Context: an optimization exercise on an open-source flow, tuned for small area, a short achievable clock period and few clock cycles per item. The choices shown serve that exercise and are no tape-out recipe.
The RTL was checked by simulation tests, not by an equivalence proof against the original design.
Power figures rest on the tool's default switching activity, not on a simulated workload.

==> design.v <==
module osort (
    input  wire        clk,
    input  wire        rst,         
    input  wire        in_valid,
    output wire        in_ready,
    input  wire [63:0] in_data,
    input  wire        in_last,     
    input  wire        in_s32,      
    output wire        out_valid,
    input  wire        out_ready,
    output wire [63:0] out_data,
    output wire        out_last
);
    localparam NS = 17;             
    function gt64;
        input [63:0] x, y;
        reg [63:0] g, e;
        integer s, k;
        begin
            g = x & ~y;
            e = x | ~y;
            for (s = 1; s < 64; s = s * 2)
                for (k = 0; k < 64; k = k + 2 * s) begin
                    g[k] = g[k + s] | (e[k + s] & g[k]);
                    e[k] = g[k + s] | (e[k + s] & e[k]);
                end
            gt64 = g[0];
        end
    endfunction
    function [7:0] tsort8;                            
        input [7:0] x;
        integer p, k, j, n;
        reg a, b;
        begin
            tsort8 = x;
            for (p = 1; p < 8; p = p * 2)
                for (k = p; k >= 1; k = k / 2)
                    for (j = k % p; j + k < 8; j = j + 2 * k)
                        for (n = 0; n < k; n = n + 1)
                            if ((n + j) / (2 * p) == (n + j + k) / (2 * p) && n + j + k < 8) begin
                                a = tsort8[n + j]; b = tsort8[n + j + k];
                                tsort8[n + j] = a | b; tsort8[n + j + k] = a & b;
                            end
        end
    endfunction
    function [15:0] tmerge16;                         
        input [7:0] x, y;
        integer k, j, n;
        reg a, b;
        begin
            tmerge16 = {y, x};
            for (k = 8; k >= 1; k = k / 2)
                for (j = k % 8; j + k < 16; j = j + 2 * k)
                    for (n = 0; n < k; n = n + 1)
                        if ((n + j) / 16 == (n + j + k) / 16 && n + j + k < 16) begin
                            a = tmerge16[n + j]; b = tmerge16[n + j + k];
                            tmerge16[n + j] = a | b; tmerge16[n + j + k] = a & b;
                        end
        end
    endfunction
    function [3:0] tbin;                              
        input [15:0] t;
        integer k;
        begin
            tbin = 4'd0;
            for (k = 1; k <= 15; k = k + 1)
                if (t[k - 1] & ~t[k]) tbin = tbin | k;
        end
    endfunction
    reg        in_ready_r;
    reg        first;               
    reg        s32_r;               
    reg [63:0] s1_d;                
    reg        s1_v, s1_last, s1_s32;
    wire        in_fire = in_valid & in_ready_r;
    wire        cur_s32 = first ? in_s32 : s32_r;
    wire [63:0] in_norm = cur_s32 ? {32'd0, in_data[31:0]} : in_data;
    reg [63:0]   sd  [0:NS-1];
    reg [2:0]    stag[0:NS-1];      
    reg [3:0]    srel[0:NS-1];      
    reg [NS-1:0] sv;                
    reg [NS-1:0] scur;              
    reg [2:0]    itag;              
    reg [3:0]    ipos;              
    reg [3:0]    alen[0:7];         
    reg [NS-1:0] ot;                
    wire [NS-1:0] freev = ~sv;
    wire          af  = ~ot[NS-1];                   
    wire          af2 = ~ot[NS-2];                   
    wire [NS-1:0] pick = freev & (~freev + 1'b1);    
    wire          wr = s1_v & af;
    wire [NS-1:0] mask = sv & scur;                  
    wire [63:0] kin = {s1_d[63:32], s1_d[31] ^ s1_s32, s1_d[30:0]};
    wire [NS-1:0] gt;
    genvar g;
    generate
        for (g = 0; g < NS; g = g + 1) begin : cmp
            wire [63:0] ks = {sd[g][63:32], sd[g][31] ^ s1_s32, sd[g][30:0]};
            assign gt[g] = gt64(ks, kin);
        end
    endgenerate
    reg [NS-1:0] gt_r;              
    reg [NS-1:0] le_r;              
    reg [NS-1:0] s2_oh;             
    wire le0 = ~|le_r;                                
    reg  le1;                                         
    integer i;
    always @(*) begin : one_of
        reg seen;
        seen = 1'b0; le1 = 1'b0;
        for (i = 0; i < NS; i = i + 1) begin
            le1  = (le1 & ~le_r[i]) | (~seen & le_r[i]);
            seen = seen | le_r[i];
        end
    end
    reg [NS-1:0] s3_oh;
    reg [15:0]   s3_t;              
    reg          s3_c2, s3_le0, s3_le1;
    wire [15:0]  t3c  = s3_c2 ? {s3_t[14:0], 1'b1} : s3_t;
    wire [3:0]   pcs  = tbin(t3c);
    wire [3:0]   pcs1 = tbin({t3c[14:0], 1'b1});
    reg          ov;
    reg [63:0]   od;
    reg          ol;
    reg [2:0]    ptag;              
    reg [3:0]    prel, pm1rel;      
    reg [2:0]    narr;              
    wire prel0 = (prel == 4'd0);
    wire prel1 = (prel == 4'd1);
    wire is_last = (prel == alen[ptag]);             
    wire [NS-1:0] sel;
    generate
        for (g = 0; g < NS; g = g + 1) begin : osel
            wire hit_n = gt_r[g] ? (srel[g] == pm1rel) : (srel[g] == prel);
            wire hit_3 = (prel0 & s3_le0 & ~gt_r[g]) |
                         (prel1 & ((s3_le1 & ~gt_r[g]) | (s3_le0 & gt_r[g])));
            wire hit_2 = prel0 & le0;
            wire hit   = s2_oh[g] ? hit_2 : (s3_oh[g] ? hit_3 : hit_n);
            assign sel[g] = sv[g] & ~scur[g] & (stag[g] == ptag) & hit;
        end
    endgenerate
    wire out_avail = |(sv & ~scur);
    wire ld_en     = ~ov | out_ready;
    wire out_load  = out_avail & ld_en;
    wire out_fire  = ov & out_ready;
    reg [63:0] mux_d;
    always @(*) begin
        mux_d = 64'd0;
        for (i = 0; i < NS; i = i + 1)
            mux_d = mux_d | (sd[i] & {64{sel[i]}});
    end
    always @(posedge clk) begin
        if (in_ready_r) begin
            s1_d    <= in_norm;
            s1_last <= in_last;
            s1_s32  <= cur_s32;
        end
        if (in_fire && first) s32_r <= in_s32;
        s3_t   <= tmerge16(tsort8(le_r[7:0]), tsort8(le_r[15:8]));
        s3_c2  <= le_r[16];
        s3_le0 <= le0;
        s3_le1 <= le1;
        if (wr && s1_last) alen[itag] <= ipos;
        for (i = 0; i < NS; i = i + 1) begin
            if (wr && pick[i]) begin
                sd[i]   <= s1_d;
                stag[i] <= itag;
            end
            if (s3_oh[i])
                srel[i] <= gt_r[i] ? pcs1 : pcs;
            else if (gt_r[i])
                srel[i] <= srel[i] + 1'b1;
        end
        if (ld_en) begin
            od <= mux_d;
            ol <= is_last;
        end
    end
    wire s1v_next = in_fire | (s1_v & ~af);
    wire af_next  = wr ? (out_load ? af : af2) : (out_load | af);
    wire [2:0] narr_p1 = narr + 1'b1;
    wire [2:0] narr_m1 = narr - 1'b1;
    wire n_inc    = in_fire & in_last;
    wire n_dec    = out_fire & ol;
    wire nlt4_next = n_inc ? (n_dec ? (narr < 3'd4) : (narr < 3'd3))
                           : (n_dec | (narr < 3'd4));
    always @(posedge clk) begin
        if (rst) begin
            in_ready_r <= 1'b1;
            first      <= 1'b1;
            s1_v       <= 1'b0;
            sv         <= {NS{1'b0}};
            scur       <= {NS{1'b0}};
            gt_r       <= {NS{1'b0}};
            le_r       <= {NS{1'b0}};
            s2_oh      <= {NS{1'b0}};
            s3_oh      <= {NS{1'b0}};
            itag       <= 3'd0;
            ot         <= {NS{1'b0}};
            ipos       <= 4'd0;
            ov         <= 1'b0;
            ptag       <= 3'd0;
            prel       <= 4'd0;
            pm1rel     <= 4'd15;
            narr       <= 3'd0;
        end else begin
            in_ready_r <= (~s1v_next | af_next) & nlt4_next;
            if (in_fire) first <= in_last;
            s1_v <= s1v_next;
            sv <= (sv & ~(sel & {NS{out_load}})) | (pick & {NS{wr}});
            if (wr) begin
                scur <= s1_last ? {NS{1'b0}} : (scur | pick);
                if (s1_last) itag <= itag + 1'b1;
                ipos <= s1_last ? 4'd0 : ipos + 1'b1;
            end
            gt_r  <= wr ? (gt & mask)  : {NS{1'b0}};
            le_r  <= wr ? (~gt & mask) : {NS{1'b0}};
            s2_oh <= wr ? pick : {NS{1'b0}};
            s3_oh <= s2_oh;
            if (wr & ~out_load) ot <= {ot[NS-2:0], 1'b1};
            if (out_load & ~wr) ot <= {1'b0, ot[NS-1:1]};
            narr  <= n_inc ? (n_dec ? narr : narr_p1) : (n_dec ? narr_m1 : narr);
            if (ld_en) ov <= out_avail;
            if (out_load) begin
                if (is_last) begin
                    ptag   <= ptag + 1'b1;
                    prel   <= 4'd0;
                    pm1rel <= 4'd15;
                end else begin
                    prel   <= prel + 1'b1;
                    pm1rel <= prel;
                end
            end
        end
    end
    assign in_ready  = in_ready_r;
    assign out_valid = ov;
    assign out_data  = od;
    assign out_last  = ol;
endmodule
==> run.sh <==
#!/bin/bash
# synth_recipe.tcl (not shown) runs the flow's synth.tcl, then flattens the netlist and writes it again
# the make line also repeats each setting of config.mk as NAME=value (left out here)
make -C /OpenROAD-flow-scripts/flow DESIGN_CONFIG=/design/flow/config.mk WORK_HOME=/design/flow/orfs CLKGATE_MAP_FILE= SYNTH_SCRIPT=/design/flow/synth_recipe.tcl finish
==> config.mk <==
export PLATFORM = sky130hd
export DESIGN_NAME = osort
export DESIGN_NICKNAME = osort
export VERILOG_FILES = /design/flow/design.v
export SDC_FILE = /design/flow/constraint.sdc
export NUM_CORES = 4
export LEC_CHECK = 0
export CAP_MARGIN = 20
export CORE_MARGIN = 2
export CORE_UTILIZATION = 38
export PLACE_DENSITY = 0.58
export SETUP_SLACK_MARGIN = 3.5
export SLEW_MARGIN = 20
==> constraint.sdc <==
create_clock -name core_clock -period 7.0 [get_ports {clk}]
set_input_delay 1.4000 -clock core_clock [delete_from_list [all_inputs] [get_ports {clk}]]
set_output_delay 1.4000 -clock core_clock [all_outputs]
set_load 0.01 [all_outputs]
==> results of run 1 <==
-- flip-flops by register name (all words and copies together) (netlist names), 32 cells and up, named ones only --
signal	flops
stag	51
sd	1088
srel	68
od	64
alen	32
s1_d	64
-- cells by family (layout without fill, tap and decap cells) --
kind of cell	after synthesis	after routing	share of synthesized area
compound gates	1697	1697	0.1431
simple gates	1975	1975	0.1277
other cells	0	9	0
buf+inv	672	1040	0.03350
fa+ha+maj	931	931	0.1147
mux	155	155	0.02040
flops	1537	1537	0.5426
xor+xnor	168	168	0.01795
-- critical path: stages (launching register included) --
cell	delay (ps)
edfxtp_1	460
buf_4	350
nor2b_1	90
maj3_1	360
maj3_1	360
maj3_1	470
a21oi_1	470
o21ai_0	220
o211ai_1	270
o211ai_1	160
nor2b_1	180
-- how the worst max path moves through the flow --
| stage | from | to | slack (ps) | cells past startpoint |
|---|---|---|---|---|
| floorplan | ot[16]$_SDFFE_PP0P_ | sd[16][0]$_DFFE_PP_ | 2750 | 8 |
| global placement | s1_d[1]$_DFFE_PP_ | gt_r[11]$_SDFF_PP0_ | 2080 | 11 |
| detailed placement | s1_d[1]$_DFFE_PP_ | gt_r[11]$_SDFF_PP0_ | 2030 | 11 |
| CTS | s1_d[0]$_DFFE_PP_ | gt_r[11]$_SDFF_PP0_ | 3390 | 13 |
| global route | s1_d[44]$_SDFFCE_PP0P_ | gt_r[0]$_SDFF_PP0_ | 3490 | 11 |
| finish | s1_d[36]$_SDFFCE_PP0P_ | gt_r[1]$_SDFF_PP0_ | 3490 | 10 |
-- routing by layer --
layer | vias up | GRT usage | wire, um
li1 | 27620 | - | -
met1 | 31920 | 0.3753 | 127100
met4 | 8 | 0.1430 | 17810
met2 | 3717 | 0.4398 | 144100
met5 | - | 0 | 71
met3 | 771 | 0.05313 | 30890
-- layout make-up --
cell class | count | area share
antenna | 9 | 0.0002346
clock buffer | 216 | 0.04940
clock inverter | 111 | 0.01357
inverter | 245 | 0.01091
multi-input combinational | 4926 | 0.3741
sequential | 1537 | 0.4638
tap | 2838 | 0.03698
timing repair buffer | 461 | 0.05058
timing repair inverter | 7 | 0.0004691
-- Yosys cell counts, drive strengths merged (20+ instances only) --
cell    number
a211o       20
a211oi      40
a21o        24
a21oi      350
a221oi     162
a222oi      69
a22o        70
a22oi      282
a31oi       38
a41oi       23
and2        70
and3        79
buf        149
clkbuf     278
dfxtp      166
edfxtp    1371
ha          27
inv        228
maj3       903
mux2i      130
nand2      367
nand2b     375
nand3      165
nand4       30
nor2       330
nor2b      345
nor3        71
nor4        20
o211ai      47
o21a        39
o21ai      303
o221ai      39
o22ai       51
or2         36
xnor2       91
xor2        77
-- repair_timing --
action                                  CTS  global route
endpoints found under the setup margin  364           180
buffers inserted                         78            47
pin swaps                                26            26
gates resized for setup                 188           144
gates cloned                             11             5
-- stage by stage --
stage | utilization | instances | hold WS (ps) | total power, uW
2_1_floorplan | - | 7135 | 411.4 | 11890
3_3_place_gp | 0.4061 | 9871 | 462.4 | 12860
3_5_place_dp | 0.4062 | 9872 | 444.3 | 12890
4_1_cts | 0.4420 | 10290 | 456.2 | 22780
5_1_grt | 0.4473 | 10350 | 469.9 | 23450
6_report | 0.4474 | 10350 | 462.3 | 22840
-- where the power goes --
group	switching [uW]	internal, uW
clock network	4000	5820
logic	1800	931
registers	113	10200
total	5920	16900
==> impl_metrics.toml, run 1 <==
[status]
status = "complete, no violations"

[yosys]
syn_area_mm2 = 0.08199
ys_seq_elements = 1537
synth_edf_count = 1371
synth_area_leaders = "edfxtp_1 50%, maj3_1 11%, dfxtp_1 4.1%"
synth_ff_type = "edfxtp_1"
synth.largest_area_cell = "edfxtp_1"
ys_types = 90
ys_seq_area_frac = 0.5426
synth.avg_cell_area_um2 = 11.49
syn-instance-count = 7135
synth_nets = 7233
synthArstFlopShare = 0
ys_warn_count = 4
netlist.area_leader.share = 0.5021

[placement]
pre_cts_ws_ps = 2027
hpwlAfterDp_um = 208900
gp_congestion = 0.9611
portBuffers = 136
dpl-instance-area_mm2 = 0.08718

[pwr]
irDropWorstVdd_v = 0.0002568
leakagePower_uw = 0.03056
power_density_mw_per_mm2 = 237.9

[timing]
period_needed_ps = 3514
setup_tns_ps = 0
rsz0062_at_grt = "no"
hold_viol = 0
drv_slew = 0
finClkSkew_ps = 35.86
setup_viol = 0
period_share = 0.5020
setup_slack_ps = 3486
slew_headroom = 0.2196
tightest_slew_ps = 1171
fmax_mhz = 284.6

[clock_tree]
tritoncts = "yes"
clk-insertion-delay-late_ps = 860
ctsRootBufferMaster = "clkbuf_16"
clk_pin_slew_ps = 70
cts_sinks = 1537
ctsHoldBuffers = 0
clock_path_buffers = 3
h-tree-depth = 4
cts_made_buffers = 175

[die]
die_h_um = 468.5
start_util = 0.3820
num_rows = 170
core_mm2 = 0.2146
io_pins = 137
dieArea_mm2 = 0.2195
die_x_um = 468.5

[final_layout]
layout_commonest_cell = "edfxtp_1"
mostFrequentLayoutCells = "1371 x edfxtp_1, 891 x maj3_1, 373 x nand2b_1, 366 x nand2_1, 343 x nor2b_1"
nets = 7451
area_delta_synth_final_pct = 17.10
final_cell_area_mm2 = 0.09601
multi_input_area_mm2 = 0.03592
nFillCells = 19490
layout-drive-gt1-share = 0.1188
seqCellArea_mm2 = 0.04453

[job]
maxCapViolCount = 0

[route]
vias = 64030
route.detailed.drc = 0
first_iter_violations = 8821
viasPerCell = 6.187
ant_nets = 0
dr.pass1.iters = 9
routedWlPerCell_um = 30.92
wirelength_um = 320000

[worst_hold_path]
hp-start = "le_r[16]$_SDFF_PP0_"
min_to = "s3_c2$_DFF_P_"
hold_depth = 0
holdCritPathClass = "reg2reg"

[critical_path]
cp-start-kind = "flop"
reg2reg_depth = 10
critPathArrivalTime_ps = 4240
regToRegEndpoint = "gt_r[1]$_SDFF_PP0_"
path_max_fanout = 29
worstReg2RegStart = "s1_d[36]$_SDFFCE_PP0P_"
path_class = "reg2reg"
r2r_setup_slack_ps = 3490
cp-end-kind = "flop"
cp_data_required_time_ps = 7730

[grt]
grt_util_all_layers = 0.2823
grt_pass1_vias = 60690
grt_overflow = 0
antenna_found_initial = 12
grt_max_degree = 66
grt_pass1_wl_um = 446500
Testbench counts, summed over its fixed seeds: cycles 11,055, items 10,904.
==> run 2, diff against run 1 <==
--- a/config.mk
+++ b/config.mk
@@ -7,7 +7,7 @@
 export LEC_CHECK = 0
 export CAP_MARGIN = 20
 export CORE_MARGIN = 2
-export CORE_UTILIZATION = 38
-export PLACE_DENSITY = 0.58
+export CORE_UTILIZATION = 50
+export PLACE_DENSITY = 0.65
 export SETUP_SLACK_MARGIN = 3.5
 export SLEW_MARGIN = 20
==> run 2 against run 1 <==
  * Flip-flop and latch count stayed put
  * Core utilization is 13 points higher
  * Critical path depth is 1 higher
  * Sequential share of layout area is 0.67 points higher
  * Die area is 24% lower
  * Design area is 1.5% lower
  * Clock power is 7.1% lower
  * Sequential power hardly changed
  * Largest power group unchanged
==> impl_metrics.toml, run 2 <==
[status]
status = "complete, no violations"

[critical_path]
cp_slowest_stage_delay_ps = 490
crit_buf_inv = 2
crit_chain = "buf_4 > nor2b_1 > maj3_1 > nor3_1 > o22ai_1 > nor3_1 > nand4_1 > a41oi_1 > o21ai_2 > buf_4 > a211oi_1"
path_max_fanout = 46
path_class = "reg2reg"
cp-end-kind = "flop"
cp-start-kind = "flop"
crit_slowest_cell = "nor3_1"
cp_data_required_time_ps = 7720
critPathArrivalTime_ps = 4260
critPathTopFamily = "simple AND/OR/NAND/NOR gates"

[die]
num_rows = 148
die_x_um = 409.0
core_mm2 = 0.1628
start_util = 0.5037
dieArea_mm2 = 0.1672
io_pins = 137
die_h_um = 409.0

[yosys]
synth_area_leaders = "edfxtp_1 50%, maj3_1 11%, dfxtp_1 4.1%"
synth_nets = 7233
synthArstFlopShare = 0
syn_area_mm2 = 0.08199
ys_seq_area_frac = 0.5426
muxShareOfSynthArea = 0.02040
synth_common_cells = "1371 x edfxtp_1, 895 x maj3_1, 375 x nand2b_1"
syn-instance-count = 7135
synth_top_family_by_area = "compound AO/OA/AOI/OAI gates"
synth.most_common_cell = "edfxtp_1"
synth_edf_count = 1371
synth-xor-area-share = 0.01795
ys_seq_elements = 1537
synth-simple-area-share = 0.1277
synth.avg_cell_area_um2 = 11.49
synth-compound-area-share = 0.1431
ys_warn_count = 4
synth.largest_area_cell = "edfxtp_1"
netlist.area_leader.share = 0.5021
synth_ff_type = "edfxtp_1"
synth_fa_ha_area_frac = 0.1147
ys_types = 90

[clock_tree]
clock_path_buffers = 3
tritoncts = "yes"
ctsRootBufferMaster = "clkbuf_16"
clk_pin_slew_ps = 60
cts_made_buffers = 167
cts_sinks = 1537
clk-insertion-delay-late_ps = 840
h-tree-depth = 4

[route]
viasPerCell = 6.704
route.detailed.drc = 0
first_iter_violations = 9804
routedWlPerCell_um = 32.34
dr.pass1.iters = 10
ant_nets = 0
vias = 64850
wirelength_um = 312900

[grt]
grt_util_all_layers = 0.3582
grt_pass1_wl_um = 435200
antenna_found_initial = 11
grt_overflow = 0
grt_pass1_vias = 60680
grt_max_degree = 66

[pwr]
power_density_mw_per_mm2 = 233.7
leakagePower_uw = 0.03031
irDropWorstVdd_v = 0.0002763

[timing]
whs_ps = 455.8
setup_tns_ps = 0
tightest_slew_ps = 1121
hold_viol = 0
rsz0062_at_grt = "yes"
drv_slew = 0
setup_viol = 0
period_needed_ps = 3542
fmax_mhz = 282.3
period_share = 0.5060
slew_headroom = 0.2525
finClkSkew_ps = 40.67

[placement]
dp_cells = 9200
portBuffers = 136
hpwlAfterDp_um = 195200
gp_congestion = 0.9495

[final_layout]
multi_input_area_mm2 = 0.03593
layout-drive-gt1-share = 0.1183
nFillCells = 13200
largest_register_ffs = 1088
area_delta_synth_final_pct = 15.39
regMostFlops = "sd"
top_regs = "sd (1088), srel (68)"
seqCellArea_mm2 = 0.04452
nets = 7453
mostFrequentLayoutCells = "1371 x edfxtp_1, 892 x maj3_1, 373 x nand2b_1, 367 x nand2_1, 344 x nor2b_1"
fin_cells = 9674
layout_commonest_cell = "edfxtp_1"

[job]
maxCapViolCount = 0

[worst_hold_path]
holdCritPathClass = "reg2reg"
==> run 2: path summary, 6_finish.rpt <==
kind,from,end,slack [ps],depth (start not counted)
setup / recovery,s1_d[18]$_DFFE_PP_,gt_r[7]$_SDFF_PP0_,3460,11
setup reg to reg,s1_d[18]$_DFFE_PP_,gt_r[7]$_SDFF_PP0_,3460,11
hold reg to reg,le_r[16]$_SDFF_PP0_,s3_c2$_DFF_P_,460,0
hold / removal,le_r[16]$_SDFF_PP0_,s3_c2$_DFF_P_,460,0
==> run 2: final cells by class <==
type                       instances  area share
antenna                            3  0.00007935
clock buffer                     212     0.04860
clock inverter                    98    0.009958
inverter                         245     0.01079
multi-input combinational       4928      0.3797
sequential                      1537      0.4705
tap                             2175     0.02876
timing repair buffer             469     0.05115
timing repair inverter             7   0.0004496
==> run 2: cells by family (layout without fill, tap and decap cells) <==
| logic type | after synthesis | count (layout) |
|---|---|---|
| XOR/XNOR | 168 | 168 |
| other | 0 | 3 |
| AND/OR/NAND/NOR | 1975 | 1977 |
| multiplexers | 155 | 155 |
| flip-flops | 1537 | 1537 |
| buffers and inverters | 672 | 1031 |
| adder cells (fa/ha/maj) | 931 | 931 |
| AO/OA/AOI/OAI | 1697 | 1697 |
==> run 2: routing by layer <==
| metal | up-vias | wire [um] | global-route usage |
|---|---|---|---|
| li1 | 27610 | - | - |
| met3 | 888 | 37200 | 0.07924 |
| met1 | 31970 | 118200 | 0.4791 |
| met4 | 8 | 20210 | 0.1928 |
| met2 | 4378 | 137200 | 0.5433 |
| met5 | - | 52 | 0 |
==> run 2: power breakdown <==
part | internal, uW | leakage [uW] | switching (uW)
registers | 10200 | 0.0141 | 87.7
logic | 917 | 0.0135 | 1810
clock network | 5240 | 0.00272 | 3880
total | 16300 | 0.0303 | 5780
==> run 2: what timing repair did <==
action / 4_1_cts / 5_1_grt
buffers inserted: 89 / 46
pin swaps: 34 / 22
hold buffers: 0 / 0
cloned: 15 / 11
endpoints found under the setup margin: 485 / 291
resized for setup: 176 / 118
==> run 2: stage by stage <==
stage,power [uW],setup WS (ps),instance area [um2],utilization
floorplan,11890,2749,82180,-
global placement,12820,2207,86270,0.5300
detailed placement,12860,2072,86270,0.5300
CTS,21980,3481,93600,0.5750
global route,22610,3439,94610,0.5812
finish,22110,3458,94610,0.5813
==> run 3, diff against run 2 <==
--- a/design.v
+++ b/design.v
@@ -83,11 +83,10 @@
     reg [2:0]    itag;              
     reg [3:0]    ipos;              
     reg [3:0]    alen[0:7];         
-    reg [NS-1:0] ot;                
     wire [NS-1:0] freev = ~sv;
-    wire          af  = ~ot[NS-1];                   
-    wire          af2 = ~ot[NS-2];                   
     wire [NS-1:0] pick = freev & (~freev + 1'b1);    
+    wire          af  = |freev;                      
+    wire          af2 = |(freev & ~pick);            
     wire          wr = s1_v & af;
     wire [NS-1:0] mask = sv & scur;                  
     wire [63:0] kin = {s1_d[63:32], s1_d[31] ^ s1_s32, s1_d[30:0]};
@@ -196,7 +195,6 @@
             s2_oh      <= {NS{1'b0}};
             s3_oh      <= {NS{1'b0}};
             itag       <= 3'd0;
-            ot         <= {NS{1'b0}};
             ipos       <= 4'd0;
             ov         <= 1'b0;
             ptag       <= 3'd0;
@@ -217,8 +215,6 @@
             le_r  <= wr ? (~gt & mask) : {NS{1'b0}};
             s2_oh <= wr ? pick : {NS{1'b0}};
             s3_oh <= s2_oh;
-            if (wr & ~out_load) ot <= {ot[NS-2:0], 1'b1};
-            if (out_load & ~wr) ot <= {1'b0, ot[NS-1:1]};
             narr  <= n_inc ? (n_dec ? narr : narr_p1) : (n_dec ? narr_m1 : narr);
             if (ld_en) ov <= out_avail;
             if (out_load) begin
--- a/config.mk
+++ b/config.mk
@@ -7,7 +7,7 @@
 export LEC_CHECK = 0
 export CAP_MARGIN = 20
 export CORE_MARGIN = 2
-export CORE_UTILIZATION = 50
-export PLACE_DENSITY = 0.65
+export CORE_UTILIZATION = 38
+export PLACE_DENSITY = 0.58
 export SETUP_SLACK_MARGIN = 3.5
 export SLEW_MARGIN = 20
==> run 3 against run 2 <==
  * Count of clock-buffer cells in the layout grew 8
  * Synthesized area shrank 1.6%
  * Fmax shrank 9.3%
  * Die area grew 29%
  * Register-to-register slack lost 360 ps
  * Worst setup slack lost 360 ps
==> impl_metrics.toml, run 3 <==
[critical_path]
path_class = "reg2reg"
critPathTopFamily = "compound AO/OA/AOI/OAI gates"
crit_chain = "buf_4 > buf_6 > buf_16 > nor2b_1 > maj3_1 > a221oi_2 > o31ai_2 > a211o_1 > nand4_1 > a21oi_4 > o211ai_1 > a31oi_4 > or3b_4 > and3b_1"
crit_buf_inv = 3
worst-path-stages = 14
endpoint = "gt_r[11]$_SDFF_PP0_"
reg2reg_depth = 14
cp_slowest_stage_delay_ps = 460
cp_data_required_time_ps = 7740
worstReg2RegStart = "s1_d[0]$_DFFE_PP_"
critPathArrivalTime_ps = 4640
cp-end-kind = "flop"
path_max_fanout = 6
critPathLaunch = "s1_d[0]$_DFFE_PP_"
r2r_setup_slack_ps = 3100
crit_slowest_cell = "o211ai_1"
cp-start-kind = "flop"
regToRegEndpoint = "gt_r[11]$_SDFF_PP0_"

[timing]
drv_slew = 0
rsz0062_at_grt = "yes"
setup_tns_ps = 0
tightest_slew_ps = 1143
period_share = 0.5577
hold_viol = 0
setup_viol = 0
period_needed_ps = 3904
slew_headroom = 0.2383
fmax_mhz = 256.1
finClkSkew_ps = 77.79

[clock_tree]
tritoncts = "yes"
ctsHoldBuffers = 0
h-tree-depth = 4
clk-insertion-delay-late_ps = 870
ctsRootBufferMaster = "clkbuf_16"
cts_sinks = 1520
clock_path_buffers = 3
cts_made_buffers = 173
clk_pin_slew_ps = 60

[route]
routedWlPerCell_um = 32.12
wirelength_um = 331800
viasPerCell = 6.258
first_iter_violations = 9690
route.detailed.drc = 0
dr.pass1.iters = 9
ant_nets = 0
vias = 64640

[final_layout]
regMostFlops = "sd"
layout_commonest_cell = "edfxtp_1"
layout-drive-gt1-share = 0.1507
utilization = 0.4562
top_regs = "sd (1088), srel (68)"
nets = 7447
area_delta_synth_final_pct = 19.61
mostFrequentLayoutCells = "1371 x edfxtp_1, 805 x maj3_1, 421 x nand2_1, 358 x nand2b_1, 323 x a21oi_1"
largest_register_ffs = 1088
final_cell_area_mm2 = 0.09647

[grt]
grt_overflow = 0
use_met1 = 0.3860
grt_max_degree = 71
use_met3 = 0.05915
antenna_found_initial = 9
grt_util_all_layers = 0.2943
met2_usage = 0.4541
grt_pass1_wl_um = 459200
grt_pass1_vias = 61330
grt_busiest_layer = "met2"

[yosys]
syn_area_mm2 = 0.08065
ys_warn_count = 4
ys_seq_area_frac = 0.5474
syn-instance-count = 7074
netlist.area_leader.share = 0.5104
synth_ff_type = "edfxtp_1"
synth_edf_count = 1371
synth.largest_area_cell = "edfxtp_1"
synth_nets = 7170
ys_types = 89
synth_common_cells = "1371 x edfxtp_1, 861 x maj3_1, 426 x nand2_1"
synth.avg_cell_area_um2 = 11.40
ys_seq_elements = 1520
synthArstFlopShare = 0
synth_area_leaders = "edfxtp_1 51%, maj3_1 11%, dfxtp_1 3.7%"
synth.most_common_cell = "edfxtp_1"

[placement]
hpwlAfterDp_um = 210500
portBuffers = 136
gp_congestion = 0.9901
dpl-instance-area_mm2 = 0.08581

[die]
die_h_um = 464.7
core_mm2 = 0.2115
io_pins = 137
dieArea_mm2 = 0.2160
num_rows = 169
start_util = 0.3814
die_x_um = 464.7

[pwr]
report.power.total_uw = 22340
power_density_mw_per_mm2 = 231.6
leakagePower_uw = 0.03089
irDropWorstVdd_v = 0.0003111

[worst_hold_path]
holdCritPathClass = "reg2reg"
hold_depth = 1

[job]
maxCapViolCount = 0

[status]
status = "complete, no violations"
## run 3: changes by cell type after synthesis, moves of 26 or more
| cell | delta |
|---|---|
| nand2_1 | +59 |
| mux2i_1 | -45 |
| clkbuf_1 | +43 |
| maj3_1 | -34 |
| o211ai_1 | +29 |
| nor4_1 | +27 |
| xnor2_1 | +26 |
## run 3: power by group
group,internal (uW),switching (uW)
clock,5300,4020
sequential,10100,96.7
combinational,1020,1840
total,16400,5960
## run 3: worst reg2reg max path: cells and delay by family (launching register included)
kind	cells	cell delay (ps)
AND/OR/NAND/NOR	4	910
buffers and inverters	3	370
AO/OA/AOI/OAI	6	1660
flip-flops	1	440
adder cells (fa/ha/maj)	1	390
## run 3: layout make-up
type,instances,area (um2)
repair inverters,9,55.05
diodes,11,27.53
fillers,19350,115000
multi-input cells,4862,35880
well taps,2821,3530
inverters,245,1051
clock buffers,220,4703
repair buffers,540,5995
flip-flops and latches,1520,44200
clock inverters,100,1027
## run 3: repair_timing
action	CTS	global route
setup endpoints to repair	706	192
buffers inserted	145	48
resized for setup	406	218
pin swaps	123	103
gates cloned	26	7
## run 3: through the flow
stage	hold WS, ps	setup WS [ps]	instances
6_report	472.1	3096	10330
2_1_floorplan	355.7	2676	7074
3_3_place_gp	452.9	1630	9768
4_1_cts	473.6	3225	10260
3_5_place_dp	452.5	1952	9769
5_1_grt	492.5	3104	10320
## run 3: logic make-up (layout without fill, tap and decap cells)
group,count (synthesis),in the layout,share of synthesized area
fa+ha+maj,898,898,0.1125
buf+inv,693,1114,0.03334
flops,1520,1520,0.5474
mux,111,111,0.01530
other cells,0,11,0
compound gates,1690,1690,0.1441
xor+xnor,170,170,0.01846
simple gates,1992,1993,0.1289
## run 3: worst min-delay path by stage
stage | endpoint | start | slack, ps
6_report | s3_oh[15]$_SDFF_PP0_ | s2_oh[15]$_SDFF_PP0_ | 470
4_1_cts | s3_oh[13]$_SDFF_PP0_ | s2_oh[13]$_SDFF_PP0_ | 470
3_3_place_gp | s3_c2$_DFF_P_ | le_r[16]$_SDFF_PP0_ | 450
2_1_floorplan | s3_c2$_DFF_P_ | le_r[16]$_SDFF_PP0_ | 360
3_5_place_dp | s3_c2$_DFF_P_ | le_r[16]$_SDFF_PP0_ | 450
5_1_grt | sd[3][34]$_DFFE_PP_ | s1_d[34]$_SDFFCE_PP0P_ | 490
## run 3: routing by layer
layer  vias to the layer above  wire length [um]
met5                         -                58
met4                         8             19570
met3                       842             33670
met2                      4105            149500
met1                     32170            129000
li1                      27520                 -
Testbench counts of run 3, summed over its fixed seeds: cycles 11,055, items 10,904.
==> run 4, diff against run 3 <==
--- a/design.v
+++ b/design.v
@@ -98,8 +98,10 @@
             assign gt[g] = gt64(ks, kin);
         end
     endgenerate
-    reg [NS-1:0] gt_r;              
-    reg [NS-1:0] le_r;              
+    reg [NS-1:0] gtw_r;             
+    reg [NS-1:0] m_r;               
+    wire [NS-1:0] gt_r = m_r & gtw_r;                 
+    wire [NS-1:0] le_r = m_r & ~gtw_r;                
     reg [NS-1:0] s2_oh;             
     wire le0 = ~|le_r;                                
     reg  le1;                                         
@@ -155,6 +157,7 @@
             s1_s32  <= cur_s32;
         end
         if (in_fire && first) s32_r <= in_s32;
+        gtw_r <= gt;
         s3_t   <= tmerge16(tsort8(le_r[7:0]), tsort8(le_r[15:8]));
         s3_c2  <= le_r[16];
         s3_le0 <= le0;
@@ -190,8 +193,7 @@
             s1_v       <= 1'b0;
             sv         <= {NS{1'b0}};
             scur       <= {NS{1'b0}};
-            gt_r       <= {NS{1'b0}};
-            le_r       <= {NS{1'b0}};
+            m_r        <= {NS{1'b0}};
             s2_oh      <= {NS{1'b0}};
             s3_oh      <= {NS{1'b0}};
             itag       <= 3'd0;
@@ -211,8 +213,7 @@
                 if (s1_last) itag <= itag + 1'b1;
                 ipos <= s1_last ? 4'd0 : ipos + 1'b1;
             end
-            gt_r  <= wr ? (gt & mask)  : {NS{1'b0}};
-            le_r  <= wr ? (~gt & mask) : {NS{1'b0}};
+            m_r   <= wr ? mask : {NS{1'b0}};
             s2_oh <= wr ? pick : {NS{1'b0}};
             s3_oh <= s2_oh;
             narr  <= n_inc ? (n_dec ? narr : narr_p1) : (n_dec ? narr_m1 : narr);
==> run 4 against run 3 <==
  * Fmax up 5.2%
  * Non-clock buffer count down 75
  * Sequential share of layout area up 0.67 points
  * First-iteration DRC count up 41%
  * Synthesized cell count up 7.2%
  * Sequential power about the same
  * Clock power up 2.4%
  * Cell count up 3.9%
  * Worst setup slack better by 190 ps
  * Total power up 1.2%
  * Synthesized area up 0.70%
  * Critical path type unchanged
  * Critical endpoint is now gtw_r[8]$_DFF_P_
  * Largest cell class unchanged
==> impl_metrics.toml, run 4 <==
[route]
viasPerCell = 6.635
wirelength_um = 366900
first_iter_violations = 13630
route.detailed.drc = 0
ant_nets = 0
dr.pass1.iters = 13
vias = 71200
routedWlPerCell_um = 34.18

[placement]
portBuffers = 136
dpl-instance-area_mm2 = 0.08611
pre_cts_ws_ps = 1507
gp_congestion = 0.9693
hpwlAfterDp_um = 219100

[yosys]
syn_area_mm2 = 0.08122
synth_area_leaders = "edfxtp_1 51%, maj3_1 4.7%, o21ai_0 3.8%"
synth_common_cells = "1371 x edfxtp_1, 610 x o21ai_0, 575 x a21oi_1"
synthArstFlopShare = 0
ys_warn_count = 4
ys_seq_elements = 1520
ys_types = 95
synth_ff_type = "edfxtp_1"
synth.most_common_cell = "edfxtp_1"
syn-instance-count = 7582
synth_nets = 7678
synth_edf_count = 1371
synth.avg_cell_area_um2 = 10.71
netlist.area_leader.share = 0.5069
ys_seq_area_frac = 0.5436
synth.largest_area_cell = "edfxtp_1"

[status]
status = "complete, no violations"

[critical_path]
critPathArrivalTime_ps = 4310
cp-end-kind = "flop"
cp_slowest_stage_delay_ps = 630
crit_chain = "buf_6 > nor2b_1 > maj3_1 > a221o_1 > nand3_1 > o2111ai_1 > o211ai_1 > o21ai_2 > a41oi_4 > o2111ai_4"
cp-start-kind = "flop"
critPathTopFamily = "compound AO/OA/AOI/OAI gates"
cp_data_required_time_ps = 7600
path_class = "reg2reg"
critPathLaunch = "s1_d[18]$_DFFE_PP_"
crit_slowest_cell = "o211ai_1"
crit_buf_inv = 1
path_max_fanout = 19
worstReg2RegStart = "s1_d[18]$_DFFE_PP_"

[pwr]
p_switching_uw = 6251
irDropWorstVdd_v = 0.0003071
power_frac_clock = 0.422
intPower_uw = 16350
sw_frac_of_total = 0.2766
power_density_mw_per_mm2 = 237.5
leakagePower_uw = 0.03250
seq_power_share = 0.453
pwr-share-comb = 0.125

[grt]
antenna_found_initial = 22
grt_overflow = 0
grt_pass1_wl_um = 496200
grt_util_all_layers = 0.3188
grt_max_degree = 71
grt_pass1_vias = 64450

[timing]
setup_slack_ps = 3290
hold_viol = 0
slew_headroom = 0.08314
setup_viol = 0
period_needed_ps = 3710
tightest_slew_ps = 1366
finClkSkew_ps = 63.32
drv_slew = 0
rsz0062_at_grt = "yes"
setup_tns_ps = 0
fmax_mhz = 269.5
period_share = 0.5300
whs_ps = 479.4

[final_layout]
largest_register_ffs = 1088
mostFrequentLayoutCells = "1371 x edfxtp_1, 591 x o21ai_0, 563 x a21oi_1, 480 x nand2_1, 432 x nor2_1"
final_cell_area_mm2 = 0.09514
layout_commonest_cell = "edfxtp_1"
area_delta_synth_final_pct = 17.14
top_regs = "sd (1088), srel (68)"
layout-drive-gt1-share = 0.1177
regMostFlops = "sd"
nets = 7843
utilization = 0.4481
nFillCells = 19560

[die]
core_mm2 = 0.2123
die_h_um = 466.3
dieArea_mm2 = 0.2175
die_x_um = 466.3
io_pins = 137
num_rows = 169
start_util = 0.3826

[worst_hold_path]
holdCritPathClass = "reg2reg"
hp-start = "scur[11]$_SDFFE_PP0P_"

[clock_tree]
ctsRootBufferMaster = "clkbuf_16"
cts_made_buffers = 175
cts_sinks = 1520
h-tree-depth = 4
clk-insertion-delay-late_ps = 880
clk_pin_slew_ps = 60
clock_path_buffers = 3
tritoncts = "yes"

[job]
maxCapViolCount = 0
[run 4: changes by cell type in the layout (fill, tap and decap cells not counted), sizes merged, moves of 138 or more]
cell / previous run / this run
maj3: 872 / 380
o21ai: 317 / 612
nand2b: 360 / 139
a21oi: 359 / 576
nor2b: 331 / 145
inv: 228 / 366
[run 4: area by class of cell]
type	instances	area [um2]	area share
clock buffers	224	4780	0.05024
multi-input cells	5181	34670	0.3644
repair inverters	13	67.56	0.0007102
inverters	391	1584	0.01665
repair buffers	465	5149	0.05412
clock inverters	106	1096	0.01152
flip-flops and latches	1520	44240	0.4650
diodes	11	27.53	0.0002893
well taps	2821	3530	0.03710
[run 4: logic make-up (layout without fill, tap and decap cells)]
family,after synthesis,count (layout),synth area share
AOI/OAI and AO/OA,2740,2741,0.2271
buffers and inverters,884,1199,0.04443
DFF,1520,1520,0.5436
xor gates and xnor gates,128,128,0.01380
and+or+nand+nor,1850,1852,0.1120
other,0,11,0
adders and majority gates,406,406,0.05093
muxes,54,54,0.008149
[run 4: timing repair]
item / in CTS / in global routing
gates cloned: 24 / 16
setup buffers: 56 / 58
hold buffers: 0 / 0
setup endpoints to repair: 491 / 395
pin swaps: 30 / 39
resized for setup: 189 / 164
[run 4: per-layer routing]
layer  global-route usage  routed length [um]
met5                    0                 120
met4               0.1882               25790
met3              0.09381               52710
met2               0.4523              151800
met1               0.4292              136500
[run 4: worst register-to-register path, cell delays in order, from the launching register on]
cell and delay (ps):
edfxtp_1 470, buf_6 230, nor2b_1 90, maj3_1 350, a221o_1 300, nand3_1 250
o2111ai_1 180, o211ai_1 630, o21ai_2 270, a41oi_4 400, o2111ai_4 280
[run 4: power by group through the flow]
stage	combinational [uW]	clock, uW	sequential [uW]
after global placement	2440	0	10400
after CTS	2590	9590	10200
final	2820	9540	10200
after global routing	2910	9950	10200
after detailed placement	2470	0	10400
after floorplan	1380	0	10400
[run 4: path summary, 6_finish.rpt]
kind                      endpoint  slack (ps)  cells after the start
max reg2reg       gtw_r[8]$_DFF_P_        3290                     10
min          scur[11]$_SDFFE_PP0P_         480                      1
max               gtw_r[8]$_DFF_P_        3290                     10
min reg2reg  scur[11]$_SDFFE_PP0P_         480                      1
[run 4: stage by stage]
step,power (uW),cells
after floorplan,11820,7582
after global placement,12880,10230
after detailed placement,12910,10240
after CTS,22420,10650
after global routing,23110,10730
final,22600,10730
Testbench counts of run 4, summed over its fixed seeds: cycles 11,055, items 10,904.
==> run 5, diff against run 4 <==
--- a/config.mk
+++ b/config.mk
@@ -7,7 +7,7 @@
 export LEC_CHECK = 0
 export CAP_MARGIN = 20
 export CORE_MARGIN = 2
-export CORE_UTILIZATION = 38
-export PLACE_DENSITY = 0.58
+export CORE_UTILIZATION = 50
+export PLACE_DENSITY = 0.65
 export SETUP_SLACK_MARGIN = 3.5
 export SLEW_MARGIN = 20
==> run 5 against run 4 <==
  * Design area fell by 1.4%
  * Fmax is 0.34% lower
  * Combinational power barely moved
  * Core utilization is 13 points higher
  * Global-route usage grew 7.5 points
  * Synthesized area stayed put
  * Total power down 1.3%
  * Count of clock-buffer cells in the layout shrank 21
  * Worst hold slack improved by 4.7 ps
  * Routed wire length decreased by 5.1%
  * Critical endpoint unchanged
  * Largest power group unchanged
==> impl_metrics.toml, run 5 <==
[timing]
setup_tns_ps = 0
drv_slew = 0
tightest_slew_ps = 1184
slew_headroom = 0.1935
finClkSkew_ps = 30.89
period_needed_ps = 3723
setup_viol = 0
hold_viol = 0
rsz0062_at_grt = "yes"
fmax_mhz = 268.6
period_share = 0.5318

[clock_tree]
clock_path_buffers = 3
cts_made_buffers = 167
ctsRootBufferMaster = "clkbuf_16"
tritoncts = "yes"
clk-insertion-delay-late_ps = 850
cts_sinks = 1520
clk_pin_slew_ps = 60
h-tree-depth = 4
ctsHoldBuffers = 0

[critical_path]
path_max_fanout = 17
crit_buf_inv = 3
endpoint = "gtw_r[8]$_DFF_P_"
crit_slowest_cell = "o211ai_1"
worst-path-stages = 11
cp-end-kind = "flop"
regToRegEndpoint = "gtw_r[8]$_DFF_P_"
path_class = "reg2reg"
critPathLaunch = "s1_d[19]$_DFFE_PP_"
worstReg2RegStart = "s1_d[19]$_DFFE_PP_"
cp_slowest_stage_delay_ps = 670
r2r_setup_slack_ps = 3280
cp-start-kind = "flop"
cp_data_required_time_ps = 7610
reg2reg_depth = 11
critPathArrivalTime_ps = 4330
critPathTopFamily = "compound AO/OA/AOI/OAI gates"
crit_chain = "buf_12 > clkinvlp_4 > buf_4 > maj3_1 > a221o_1 > nand3_2 > o2111ai_1 > o211ai_1 > o21ai_2 > a41oi_4 > o2111ai_4"

[route]
viasPerCell = 7.130
vias = 71680
routedWlPerCell_um = 34.62
first_iter_violations = 13420
route.detailed.drc = 0
ant_nets = 0
dr.pass1.iters = 13
wirelength_um = 348000

[yosys]
synth_area_leaders = "edfxtp_1 51%, maj3_1 4.7%, o21ai_0 3.8%"
ys_seq_area_frac = 0.5436
syn_area_mm2 = 0.08122
synth.most_common_cell = "edfxtp_1"
ys_types = 95
syn-instance-count = 7582
ys_warn_count = 4
synth_top_family_by_area = "compound AO/OA/AOI/OAI gates"
synth-compound-area-share = 0.2271
synth_nets = 7678
synth-simple-area-share = 0.1120
synth_ff_type = "edfxtp_1"
synth.largest_area_cell = "edfxtp_1"
synth_fa_ha_area_frac = 0.05093
synth-xor-area-share = 0.01380
ys_seq_elements = 1520
synth_edf_count = 1371
synth_common_cells = "1371 x edfxtp_1, 610 x o21ai_0, 575 x a21oi_1"
synthArstFlopShare = 0
netlist.area_leader.share = 0.5069
muxShareOfSynthArea = 0.008149
synth.avg_cell_area_um2 = 10.71

[final_layout]
largest_register_ffs = 1088
multi_input_area_mm2 = 0.03464
layout_commonest_cell = "edfxtp_1"
final_cell_area_mm2 = 0.09384
seqCellArea_mm2 = 0.04421
layout-drive-gt1-share = 0.1151
top_regs = "sd (1088), srel (68)"
nets = 7838
area_delta_synth_final_pct = 15.53
nFillCells = 13280
regMostFlops = "sd"
fin_cells = 10050
mostFrequentLayoutCells = "1371 x edfxtp_1, 595 x o21ai_0, 564 x a21oi_1, 488 x nand2_1, 431 x nor2_1"

[placement]
gp_congestion = 1.017
dpl-instance-area_mm2 = 0.08522
portBuffers = 136
dp_cells = 9576
hpwlAfterDp_um = 211800

[die]
core_mm2 = 0.1609
die_x_um = 407.0
num_rows = 147
start_util = 0.5047
io_pins = 137
die_h_um = 407.0
dieArea_mm2 = 0.1657

[grt]
grt_pass1_wl_um = 468300
grt_overflow = 0
grt_max_degree = 69
grt_util_all_layers = 0.3936
antenna_found_initial = 17
grt_pass1_vias = 64750

[pwr]
irDropWorstVdd_v = 0.0002811
power_density_mw_per_mm2 = 237.8
report.power.total_uw = 22310
leakagePower_uw = 0.03237

[worst_hold_path]
holdCritPathClass = "reg2reg"

[job]
maxCapViolCount = 0

[status]
status = "complete, no violations"
==> run 5: cell counts after synthesis <==
Identical to the previous run, type by type.
==> run 5: cell type report <==
cell class | instances | share of cell area
Sequential cell | 1520 | 0.4712
Multi-Input combinational cell | 5180 | 0.3692
Timing Repair Buffer | 472 | 0.05268
Clock buffer | 203 | 0.04752
Tap cell | 2160 | 0.02880
Inverter | 391 | 0.01691
Clock inverter | 110 | 0.01295
Timing Repair inverter | 10 | 0.0005334
Antenna cell | 8 | 0.0002133
==> run 5: kinds of logic (layout without fill, tap and decap cells) <==
kind of cell               after synthesis  after routing
xor gates and xnor gates               128            128
muxes                                   54             54
other                                    0              8
and+or+nand+nor                       1850           1850
buffers and inverters                  884           1186
adders and majority gates              406            406
AOI/OAI and AO/OA                     2740           2742
DFF                                   1520           1520
==> run 5: through the flow <==
step | utilization | setup slack [ps] | hold WS, ps
after floorplan | - | 2739 | 430.0
after global placement | 0.5291 | 1370 | 460.7
after detailed placement | 0.5295 | 1363 | 471.5
after CTS | 0.5738 | 2974 | 484.1
after global routing | 0.5829 | 3369 | 514.7
final | 0.5831 | 3277 | 484.0
==> run 5: power breakdown <==
part / total [uW] / switching, uW / internal [uW] / leakage (uW)
registers: 10200 / 155 / 10100 / 0.0139
clock network: 9280 / 3960 / 5320 / 0.00276
logic: 2800 / 1940 / 858 / 0.0157
total: 22300 / 6060 / 16300 / 0.0324
==> run 5: how the worst min path moves through the flow <==
stage                                      from                     to  slack [ps]  depth (start not counted)
after global routing       scur[5]$_SDFFE_PP0P_   scur[5]$_SDFFE_PP0P_         510                          1
after floorplan            s2_oh[12]$_SDFF_PP0_   s3_oh[12]$_SDFF_PP0_         430                          2
final                      scur[6]$_SDFFE_PP0P_   scur[6]$_SDFFE_PP0P_         480                          1
after detailed placement   scur[6]$_SDFFE_PP0P_   scur[6]$_SDFFE_PP0P_         470                          1
after global placement    scur[11]$_SDFFE_PP0P_  scur[11]$_SDFFE_PP0P_         460                          1
after CTS                  scur[6]$_SDFFE_PP0P_   scur[6]$_SDFFE_PP0P_         480                          1
==> run 5: routing by layer <==
layer  wire length [um]  part of all wire  vias up  GRT usage
met1             122100              0.35    34370     0.5182
met5                 92           0.00026        -          0
met3              53280              0.15     1377     0.1121
met2             141500              0.41     6176     0.5605
li1                   -                 -    29750          -
met4              31020             0.089       14     0.2708
==> run 5: timing repair <==
action / in CTS / in global routing
setup buffers: 57 / 62
gates cloned: 12 / 25
pin swaps: 27 / 35
endpoints found under the hold margin: 0 / 0
endpoints found under the setup margin: 637 / 335
gates resized for setup: 180 / 157
==> run 5: worst reg2reg max path, cell delays in order (launching register included) <==
cell	delay, ps
edfxtp_1	390
buf_12	180
clkinvlp_4	150
buf_4	230
maj3_1	340
a221o_1	270
nand3_2	140
o2111ai_1	130
o211ai_1	670
o21ai_2	250
a41oi_4	400
o2111ai_4	310

==> what the ideal ports hide <==
The flow's constraints put no driver on any port. The routed layouts listed below were extracted and timed again, unchanged, in two steps.
Step 1 sets driving cells, clkbuf_16 on the clock port and buf_2 on the other inputs (assumed; they add their load-dependent delay and slew).
Step 2 times the ports against the registers' clock, not the clock port: input delays grow and output delays shrink by t, the midpoint of the rising clock arrivals with the driver on.
Slacks: no drivers / after step 1 / after step 2; pairs: no drivers / after step 1.
run | t, ns | setup slack, ns | worst setup path after step 2
run 1 | 0.934 | 3.486 / 3.486 / 3.004 | input to register
run 2 | 0.907 | 3.458 / 3.458 / 3.132 | input to register
run 3 | 0.929 | 3.096 / 3.096 / 3.096 | register to register
run 4 | 0.941 | 3.290 / 3.290 / 2.864 | input to register
run 5 | 0.927 | 3.277 / 3.277 / 3.003 | input to register
After both steps every run listed still meets setup and hold. The setup slack of run 1, which loses most, moves by 0.000 ns with the drivers and by -0.482 ns with both steps.
